What follows belongs to an exercise in optimizing a design on an open flow for small area and a short achievable clock period; a production flow would make more cautious choices.
Function was checked by simulation only, so behaviour that the tests miss may differ from the original.
No activity file was given, so power comes from the tool's default toggle rates.

==> flow/design.v (excerpt) <==
module sbus_fsv (
    input  wire         clk,
    input  wire         rst,
    input  wire         cmd_valid,
    input  wire [31:0]  cmd,
    input  wire [175:0] enc_ch,
    input  wire         enc_d17,
    input  wire         enc_d18,
    input  wire [1:0]   enc_st,
    output wire [199:0] frame_o,
    output wire         frame_ready_o,
    output wire [175:0] cs_ch_o,
    output wire         cs_d17_o,
    output wire         cs_d18_o,
    output wire [1:0]   cs_status_o,
    output wire [199:0] tx_frame_o,
    output wire [239:0] trk_sum_o,
    output wire [15:0]  trk_maj_o,
    output wire [3:0]   tri_mode_o,
    output wire [3:0]   bin_mode_o,
    output wire [15:0]  status_o,
    output wire [15:0]  desync_count_o,
    output wire [6:0]   evt_o
);
==> flow/config.mk <==
export PLATFORM = sky130hd
export DESIGN_NAME = sbus_fsv
export DESIGN_NICKNAME = sbus_fsv
export VERILOG_FILES = /design/flow/design.v
export SDC_FILE = /design/flow/constraint.sdc
export NUM_CORES = 4
export LEC_CHECK = 0
export CAP_MARGIN = 40
export CORE_AREA = 2 2 468 468
export CTS_BUF_LIST = sky130_fd_sc_hd__clkbuf_8
export CTS_CLUSTER_DIAMETER = 45
export CTS_CLUSTER_SIZE = 14
export DIE_AREA = 0 0 470 470
export SLEW_MARGIN = 40
==> flow/constraint.sdc <==
create_clock -name core_clock -period 12.0 [get_ports {clk}]
set_input_delay 2.4000 -clock core_clock [delete_from_list [all_inputs] [get_ports {clk}]]
set_output_delay 2.4000 -clock core_clock [all_outputs]
set_load 0.01 [all_outputs]
standard.sh (not shown) runs the stock make flow with config.mk's settings and CLKGATE_MAP_FILE= SYNTH_SCRIPT=/design/flow/synth_recipe.tcl, a recipe that flattens the netlist after the stock synthesis.
==> flow/flow/run.sh <==
#!/bin/bash
set -euo pipefail
bash standard.sh SETUP_SLACK_MARGIN=7.8 TNS_END_PERCENT=100 \
  "BUFFER_PORTS_ARGS=-buffer_cell sky130_fd_sc_hd__buf_1" finish > standard.log 2>&1
Change:
==> flow/flow/run.sh (replaced) <==
#!/bin/bash
set -euo pipefail
bash standard.sh SETUP_SLACK_MARGIN=8.1 TNS_END_PERCENT=100 \
  "BUFFER_PORTS_ARGS=-buffer_cell sky130_fd_sc_hd__buf_1" finish > standard.log 2>&1
Settings changed: CORE_AREA 2 2 468 468 to 2 2 448 448, DIE_AREA 0 0 470 470 to 0 0 450 450.
- With this change the flow ended with an error in global routing, error GRT-0116
- synthesized area stays the same
- synthesized cell count stays the same


== v6 ==
sbus_fsv, a different RTL version from the one above (not shown whole).
Size in the first run: ~15000 cells after synthesis, about 2800 flip-flops, ~1100 I/O pins.
Settings: LEC_CHECK=0, CAP_MARGIN=40, CORE_AREA=2 2 468 468, CTS_BUF_LIST=sky130_fd_sc_hd__clkbuf_8, CTS_CLUSTER_DIAMETER=45, CTS_CLUSTER_SIZE=14, DIE_AREA=0 0 470 470, SLEW_MARGIN=40; clock period 12.0 ns.
==> flow/flow/run.sh <==
#!/bin/bash
set -euo pipefail
bash standard.sh SETUP_SLACK_MARGIN=8.0 TNS_END_PERCENT=100 \
  "BUFFER_PORTS_ARGS=-buffer_cell sky130_fd_sc_hd__buf_1" finish > standard.log 2>&1
v6 failed in global routing (5_1_grt) with GRT-0232.
> inputs changed (v6 -> v30)
Settings: swapping 2 2 468 468 for 2 2 448 448 in CORE_AREA; swapping 0 0 470 470 for 0 0 450 450 in DIE_AREA.
==> flow/flow/run.sh <==
#!/bin/bash
set -euo pipefail
bash standard.sh SETUP_SLACK_MARGIN=7.8 TNS_END_PERCENT=100 \
  "BUFFER_PORTS_ARGS=-buffer_cell sky130_fd_sc_hd__buf_1" finish > standard.log 2>&1
### Flow results
Changes observed in v30 relative to v6: site row count went down about 4.7%, number of instances in the synthesized netlist held, weighted congestion reported at the end of routability-driven placement held, cts-stage hold buffer count held. The higher post-placement cell count of v6 and v30 is in v6. v30 finished every step from synthesis to the final layout, and the layout passed the timing, design-rule and antenna checks.


## harbor
sbus_fsv, a different RTL version from the one above (not shown whole).
Size: roughly 8400 cells after synthesis, about 2900 flip-flops, ~1100 I/O pins.
clock: 12.0 ns
lec_check: 0
cap_margin: 40
core_area: 2 2 448 448
die_area: 0 0 450 450
slew_margin: 40
==> flow/flow/run.sh <==
#!/bin/bash
set -euo pipefail
MARGIN=${MARGIN:-8}
bash standard.sh SETUP_SLACK_MARGIN=$MARGIN TNS_END_PERCENT=100 finish > standard.log 2>&1
harbor | stages: all done | timing, DRC, antenna: all pass
[inputs] xenon vs harbor
Settings: changing SLEW_MARGIN from 40 to 20; changing CAP_MARGIN from 40 to 20.
==> flow/run.sh (new file) <==
#!/bin/bash
# synth_recipe.tcl (not shown) runs the flow's synth.tcl, then flattens the netlist and writes it again
# the make line also repeats each setting of config.mk as NAME=value (left out here)
make -C /OpenROAD-flow-scripts/flow DESIGN_CONFIG=/design/flow/config.mk WORK_HOME=/design/flow/orfs CLKGATE_MAP_FILE= SYNTH_SCRIPT=/design/flow/synth_recipe.tcl finish
removed: flow/flow/run.sh
removed: flow/standard.sh
Results
met2 routing resource usage after global routing on xenon is down relative to harbor.
Comparing global-route wire length before repair for harbor and xenon, the bigger number came from harbor.
Final wirelength: xenon < harbor
xenon vs harbor: global routing met3 resource utilization up
xenon reports its uppermost layer routed as met5 while harbor reports met4.
Clock buffer count from CTS went up slightly going from harbor to xenon.
Lower combinational power goes to xenon over harbor.
On area of the core, harbor and xenon are basically level.
The final reports for xenon and harbor show depth of the critical timing path with buffers and inverters included lower in the former.
When the final numbers for harbor and xenon were put side by side, the clock share of power turned out to be smaller in harbor.
Relative to harbor, signal arrival time at the worst endpoint increased by 1220 ps in xenon.
Between harbor and xenon, post-layout worst setup margin is lower for xenon, harbor comes in above that.


rev 12:
RTL: one of the versions met above, not the one the previous note started from.
For scale: ~15000 cells after synthesis, about 2800 flip-flops, about 1100 I/O pins, ~0.12 mm2 of cells after synthesis.
export LEC_CHECK = 0
export CAP_MARGIN = 40
export CORE_AREA = 2 2 448 448
export CTS_BUF_LIST = sky130_fd_sc_hd__clkbuf_16
export CTS_CLUSTER_DIAMETER = 60
export CTS_CLUSTER_SIZE = 24
export DIE_AREA = 0 0 450 450
export SLEW_MARGIN = 40
create_clock -name core_clock -period 12.0 [get_ports {clk}]
==> flow/flow/run.sh <==
#!/bin/bash
set -euo pipefail
bash standard.sh SETUP_SLACK_MARGIN=7.8 TNS_END_PERCENT=100 \
  "BUFFER_PORTS_ARGS=-buffer_cell sky130_fd_sc_hd__buf_1" finish > standard.log 2>&1
#### Input delta (rev 13 over rev 12)
Settings: CTS_CLUSTER_SIZE: 24 -> 14; CTS_CLUSTER_DIAMETER: 60 -> 45; CTS_BUF_LIST: sky130_fd_sc_hd__clkbuf_16 -> sky130_fd_sc_hd__clkbuf_8.
==> comparison <==
Rev 13 ran to completion and came out clean on the timing, design-rule and antenna checks. Sort rev 13 and rev 12 by worst hold slack, descending, and rev 12 comes first. | amount of wire on met2 after detailed routing | lower: rev 13 |. Of rev 13 and rev 12, the run reporting the higher count of clock-buffer cells in the layout was rev 13. Comparing rev 13 and rev 12, the higher final critical delay including setup and external delays was measured on rev 12. Rev 12 has a higher post-CTS setup buffer count than rev 13. Relative to rev 12, met3 track demand over resource decreased by 0.27 points in rev 13. Routed wire length, rev 13 and rev 12: higher on rev 12. The count of multi-input gates was comparable across rev 13 and rev 12. The area added between synthesis and finish reported for rev 13 is smaller than that of rev 12 by 0.30 points.

-- separate check: timing with driven ports --
The results above use ideal ports. As a check the final layouts listed here were re-extracted and re-timed, cells and wires unchanged.
Step 1 sets driving cells, clkbuf_16 on the clock port and buf_2 on the other inputs (assumed; they add their load-dependent delay and slew).
Step 2 adds t to the input delays and takes it off the output delays; t is the mean of the earliest and latest rising clock arrival at the registers after step 1. Input paths then give back, and output paths get back, about the clock's delay inside the block.
Slacks: ideal ports / drivers / drivers and shift; pairs: ideal ports / drivers.
run | t, ns | setup WS [ns] | latest minus earliest clock arrival (ns) | cell pins on the clock port's net
the first run of note 1 | 1.167 | 7.529 / 7.522 / 6.355 | 0.125 / 0.125 | 1
v30 | 1.179 | 7.504 / 7.411 / 6.232 | 0.136 / 0.136 | 1
harbor | 0.965 | 7.158 / 7.013 / 6.048 | 0.059 / 0.058 | 1
xenon | 0.968 | 5.710 / 5.669 / 4.701 | 0.049 / 0.048 | 1
rev 12 | 0.964 | 7.464 / 7.340 / 6.376 | 0.054 / 0.054 | 1
rev 13 | 1.155 | 7.667 / 7.455 / 6.301 | 0.083 / 0.083 | 1
After both steps setup and hold are still met in every run listed. The setup slack of rev 13, which loses most, moves by -0.212 ns with the drivers and by -1.366 ns with both steps.
